Context: an optimization exercise on an open-source flow, tuned for small area, a short achievable clock period and few clock cycles per item. The choices shown serve that exercise and are no tape-out recipe.
RTL that was checked went through simulation tests only; none was proved equivalent to the original.
No activity file was given, so power comes from the tool's default toggle rates.

## cedar
Design bb_sync, start of the top module:
module bb_sync (
    input  wire        clk,
    input  wire        rst,           
    input  wire        cmd_valid,
    output wire        cmd_ready,
    input  wire [31:0] cmd_data,
    output wire        kbc_rd,
    output wire        kbc_port,      
    input  wire        kbc_ack,
    input  wire [7:0]  kbc_rdata,
    output wire        rec_valid,
    input  wire        rec_ready,
    output wire [31:0] rec_data
);
Settings: LEC_CHECK=0, ABC_AREA=1, CAP_MARGIN=20, CORE_MARGIN=2, CORE_UTILIZATION=55, CTS_BUF_LIST=sky130_fd_sc_hd__clkbuf_8, SETUP_SLACK_MARGIN=2.0, SLEW_MARGIN=20; clock period 4.5 ns.
standard.sh (not shown) runs the stock make flow with config.mk's settings and CLKGATE_MAP_FILE= SYNTH_SCRIPT=/design/flow/synth_recipe.tcl, a recipe that flattens the netlist after the stock synthesis.
==> flow/flow/run.sh <==
#!/bin/bash
# Standard layout, except that the port buffers are buf_2 cells instead of
# the delay cells buffer_ports picks by default. Every port is still buffered.
set -euo pipefail
export BUFFER_PORTS_ARGS="-buffer_cell sky130_fd_sc_hd__buf_2"
bash standard.sh > standard.log 2>&1
Looking at the reports, cedar completed the entire flow and the layout it produced met the timing, DRC and antenna checks.
Inputs modified between cedar and fjord:
--- a/flow/config.mk
+++ b/flow/config.mk
@@ -11,4 +11,4 @@
 export CORE_UTILIZATION = 55
 export CTS_BUF_LIST = sky130_fd_sc_hd__clkbuf_8
-export SETUP_SLACK_MARGIN = 2.0
+export SETUP_SLACK_MARGIN = 1.8
 export SLEW_MARGIN = 20
==> comparison <==
fjord finished end to end and its layout was clean on timing, DRC and antenna.
fjord against cedar: boundary pin count flat, sequential cell count flat, total power down about 0.4%.
No functional check of the RTL was part of any run of this note.


Another version of the RTL of bb_sync (not shown whole).
clock: 4.5 ns
lec_check: 0
abc_area: 1
cap_margin: 20
core_margin: 2
core_utilization: 55
cts_buf_list: sky130_fd_sc_hd__clkbuf_16
cts_cluster_diameter: 300
cts_cluster_size: 60
setup_slack_margin: 2.0
slew_margin: 20
Scripts as last shown in full above: flow/flow/run.sh
Testbench counts at the start, summed over its fixed seeds: cycles 26,047, ops 5,600.
Next try:
- CTS_BUF_LIST: sky130_fd_sc_hd__clkbuf_16 -> sky130_fd_sc_hd__clkbuf_8
- CTS_CLUSTER_DIAMETER: 300 -> 500
- CTS_CLUSTER_SIZE: 60 -> 100
What happened:
- design area drops by 2.0%
- die area stays the same
- clock-buffer cell count climbs by 1
- sequential power is about the same
Next try:
- CTS_CLUSTER_DIAMETER: 500 -> default
- CTS_CLUSTER_SIZE: 100 -> default
- TNS_END_PERCENT: default -> 30
Result: Hold slack is about the same; sequential share of layout area increases by 0.42 points; area after synthesis does not change; worst setup slack gets worse by 0.12 ns; clock skew barely changes; die area is unchanged.
Next try:
- SETUP_SLACK_MARGIN: 2.0 -> 2.1
- TNS_END_PERCENT: 30 -> default
Die area stays the same. Design area rises by about 3.3%. First-iteration DRC count rises by 16%. Setup slack gains 0.14 ns. Utilization rises by 2.0 points. Synthesized cell count stays the same. Via count rises by 1.2%. Sequential share of layout area falls by 1.0 points. Global-route usage rises by 0.23 points. Power rises by 4.8%.
Next try:
- CORE_UTILIZATION: 55 -> 65
- SETUP_SLACK_MARGIN: 2.1 -> 2.0
After rerunning:
- power hardly moves
- design area drops by 2.0%
- routed wire length came out lower by 5.6%


## violet
bb_sync, a different RTL version from the one above (not shown whole).
Size: ~150 flip-flops, about 81 I/O pins, ~9200 um2 of cells after synthesis.
Design bb_sync, start of the top module:
module bb_sync (
    input  wire        clk,
    input  wire        rst,           
    input  wire        cmd_valid,
    output wire        cmd_ready,
    input  wire [31:0] cmd_data,
    output wire        kbc_rd,
    output wire        kbc_port,      
    input  wire        kbc_ack,
    input  wire [7:0]  kbc_rdata,
    output wire        rec_valid,
    input  wire        rec_ready,
    output wire [31:0] rec_data
);
==> flow/config.mk <==
export PLATFORM = sky130hd
export DESIGN_NAME = bb_sync
export DESIGN_NICKNAME = bb_sync
export VERILOG_FILES = /design/flow/design.v
export SDC_FILE = /design/flow/constraint.sdc
export NUM_CORES = 4
export LEC_CHECK = 0
export ABC_AREA = 1
export CAP_MARGIN = 20
export CORE_MARGIN = 2
export CORE_UTILIZATION = 40
export CTS_BUF_LIST = sky130_fd_sc_hd__clkbuf_8
export SETUP_SLACK_MARGIN = 2.0
export SLEW_MARGIN = 20
==> flow/constraint.sdc <==
create_clock -name core_clock -period 4.5 [get_ports {clk}]
set_input_delay 0.9000 -clock core_clock [delete_from_list [all_inputs] [get_ports {clk}]]
set_output_delay 0.9000 -clock core_clock [all_outputs]
set_load 0.01 [all_outputs]
Scripts as last shown in full above: flow/flow/run.sh
Testbench counts of violet, summed over its fixed seeds: cycles 26,047, ops 5,600.
For tundra, these inputs were changed with respect to violet:
- changing SETUP_SLACK_MARGIN from 2.0 to 2.3
- changing CORE_UTILIZATION from 40 to 55
==> results.txt <==
met2 track demand over resource was lower in the run labelled violet. Between violet and tundra, power is higher for tundra, violet comes in under that. Die: tundra smaller than violet. Placed wire-length estimate: tundra vs violet down 4.2%. Delta(final critical-path required period, tundra - violet) < 0. For the ratio of final minimum period to clock period, tundra came in 1.7 points lower than violet did. violet reports its first element of the critical path as mouse_b1[0] while tundra reports mouse_b0[4]. Compared to violet, the routing of tundra uses more wire. tundra has more setup slack than violet. In tundra the final area turned out 700 um2 higher than in violet.
Setup changes, tundra to raven
- SETUP_SLACK_MARGIN now 2.0, was 2.3
- CORE_UTILIZATION now 65, was 55
--- outcome ---
Every run (tundra and raven) finished clean.
The overall power consumption number comes out lower for raven vs tundra.
In the reports for tundra and raven, the larger placed instance area belongs to tundra.
The final area in raven sits 770 um2 below the value recorded for tundra.
The hold slack on raven is in line with that on tundra.
Lower setup slack among tundra and raven: raven
For the maximum operating frequency, raven came in 2.8% lower than tundra did.
Sum of buffers and inverters on the critical path down 1 in raven wrt tundra


Starting RTL as in the previous note.
clock: 4.5 ns
lec_check: 0
abc_area: 1
cap_margin: 20
core_margin: 2
core_utilization: 40
cts_buf_list: sky130_fd_sc_hd__clkbuf_8
setup_slack_margin: 1.5
slew_margin: 20
Scripts as last shown in full above: flow/flow/run.sh
The first run produced a clean layout.
Testbench counts at the start, summed over its fixed seeds: cycles 26,047, ops 5,600.
==> next run, changes <==
Settings changed: CORE_UTILIZATION 40 to 55, SETUP_SLACK_MARGIN 1.5 to 2.0.
Sequential power hardly moves; routed wire length stays flat; critical path depth does not change; first-iteration DRC count increases by roughly a tenth.


bb_sync with an RTL version that a note above also has.
Size: about 1300 cells after synthesis, roughly 0.0092 sq mm of cells after synthesis.
export LEC_CHECK = 0
export ABC_AREA = 1
export CAP_MARGIN = 20
export CORE_MARGIN = 2
export CORE_UTILIZATION = 55
export CTS_BUF_LIST = sky130_fd_sc_hd__clkbuf_8
export SETUP_SLACK_MARGIN = 2.0
export SLEW_MARGIN = 20
export TNS_END_PERCENT = 10
create_clock -name core_clock -period 4.5 [get_ports {clk}]
Scripts as last shown in full above: flow/flow/run.sh
The baseline completed without violations.
Testbench counts at the start, summed over its fixed seeds: cycles 26,047, ops 5,600.
Change:
- TNS_END_PERCENT: 10 -> not set
After rerunning:
- The changed run passed the timing, DRC and antenna checks
- final area rises by 1.2%
- total power is about the same
- fmax rises by 5.8%
- wire length increases by 0.36%
- count of clock-buffer cells in the layout stays the same
- hold slack stays flat
- via count climbs by 0.51%
- setup slack improved by 140 ps
- clock skew hardly moves
- sequential cell count stays the same
Change:
- SETUP_SLACK_MARGIN: 2.0 -> 1.9
After rerunning: Hold slack hardly moves. Die area stays the same. Critical path depth went up by 5. Count of clock-buffer cells in the layout is unchanged. Area after synthesis is unchanged. Maximum frequency went down by 0.96%. Total power went down by 0.36%.

what the ideal ports hide:
How much do the figures lean on ideal ports? The routed layouts below were timed once more, with nothing changed but the port constraints. Step 1 sets driving cells, clkbuf_16 on the clock port and buf_2 on the other inputs (assumed; they add their load-dependent delay and slew). Step 2 times the ports against the registers' clock, not the clock port: input delays grow and output delays shrink by t, the midpoint of the rising clock arrivals with the driver on. Slacks: ideal ports / drivers / drivers and shift; pairs: ideal ports / drivers.
| run | t (ns) | slack for setup (ns) | worst slew at a driven data input, ns | cell pins on the clock port's net |
|---|---|---|---|---|
| cedar | 0.506 | 2.033 / 1.993 / 1.703 | 0.03 | 1 |
| fjord | 0.503 | 1.848 / 1.808 / 1.596 | 0.03 | 1 |
| the first run of note 2 | 0.474 | 2.138 / 2.090 / 1.744 | 0.03 | 1 |
| the second run of note 2 | 0.504 | 2.106 / 2.063 / 1.748 | 0.03 | 1 |
| the third run of note 2 | 0.508 | 1.989 / 1.946 / 1.655 | 0.03 | 1 |
| the fourth run of note 2 | 0.504 | 2.134 / 2.092 / 1.663 | 0.03 | 1 |
| the fifth run of note 2 | 0.502 | 2.102 / 2.064 / 1.729 | 0.04 | 1 |
| violet | 0.494 | 2.025 / 1.986 / 1.754 | 0.03 | 1 |
| tundra | 0.514 | 2.102 / 2.060 / 1.767 | 0.05 | 1 |
| raven | 0.516 | 2.033 / 1.993 / 1.633 | 0.04 | 1 |
| the first run of note 4 | 0.491 | 1.639 / 1.599 / 1.660 | 0.03 | 1 |
| the second run of note 4 | 0.501 | 2.064 / 2.021 / 1.713 | 0.03 | 1 |
| the first run of note 5 | 0.508 | 1.968 / 1.924 / 1.647 | 0.03 | 1 |
| the second run of note 5 | 0.504 | 2.106 / 2.063 / 1.748 | 0.03 | 1 |
| the third run of note 5 | 0.506 | 2.083 / 2.052 / 1.649 | 0.03 | 1 |
After both steps every run listed still meets setup and hold. For the fourth run of note 2, which loses most, drivers alone change the setup slack by -0.042 ns; drivers and shift together by -0.471 ns.
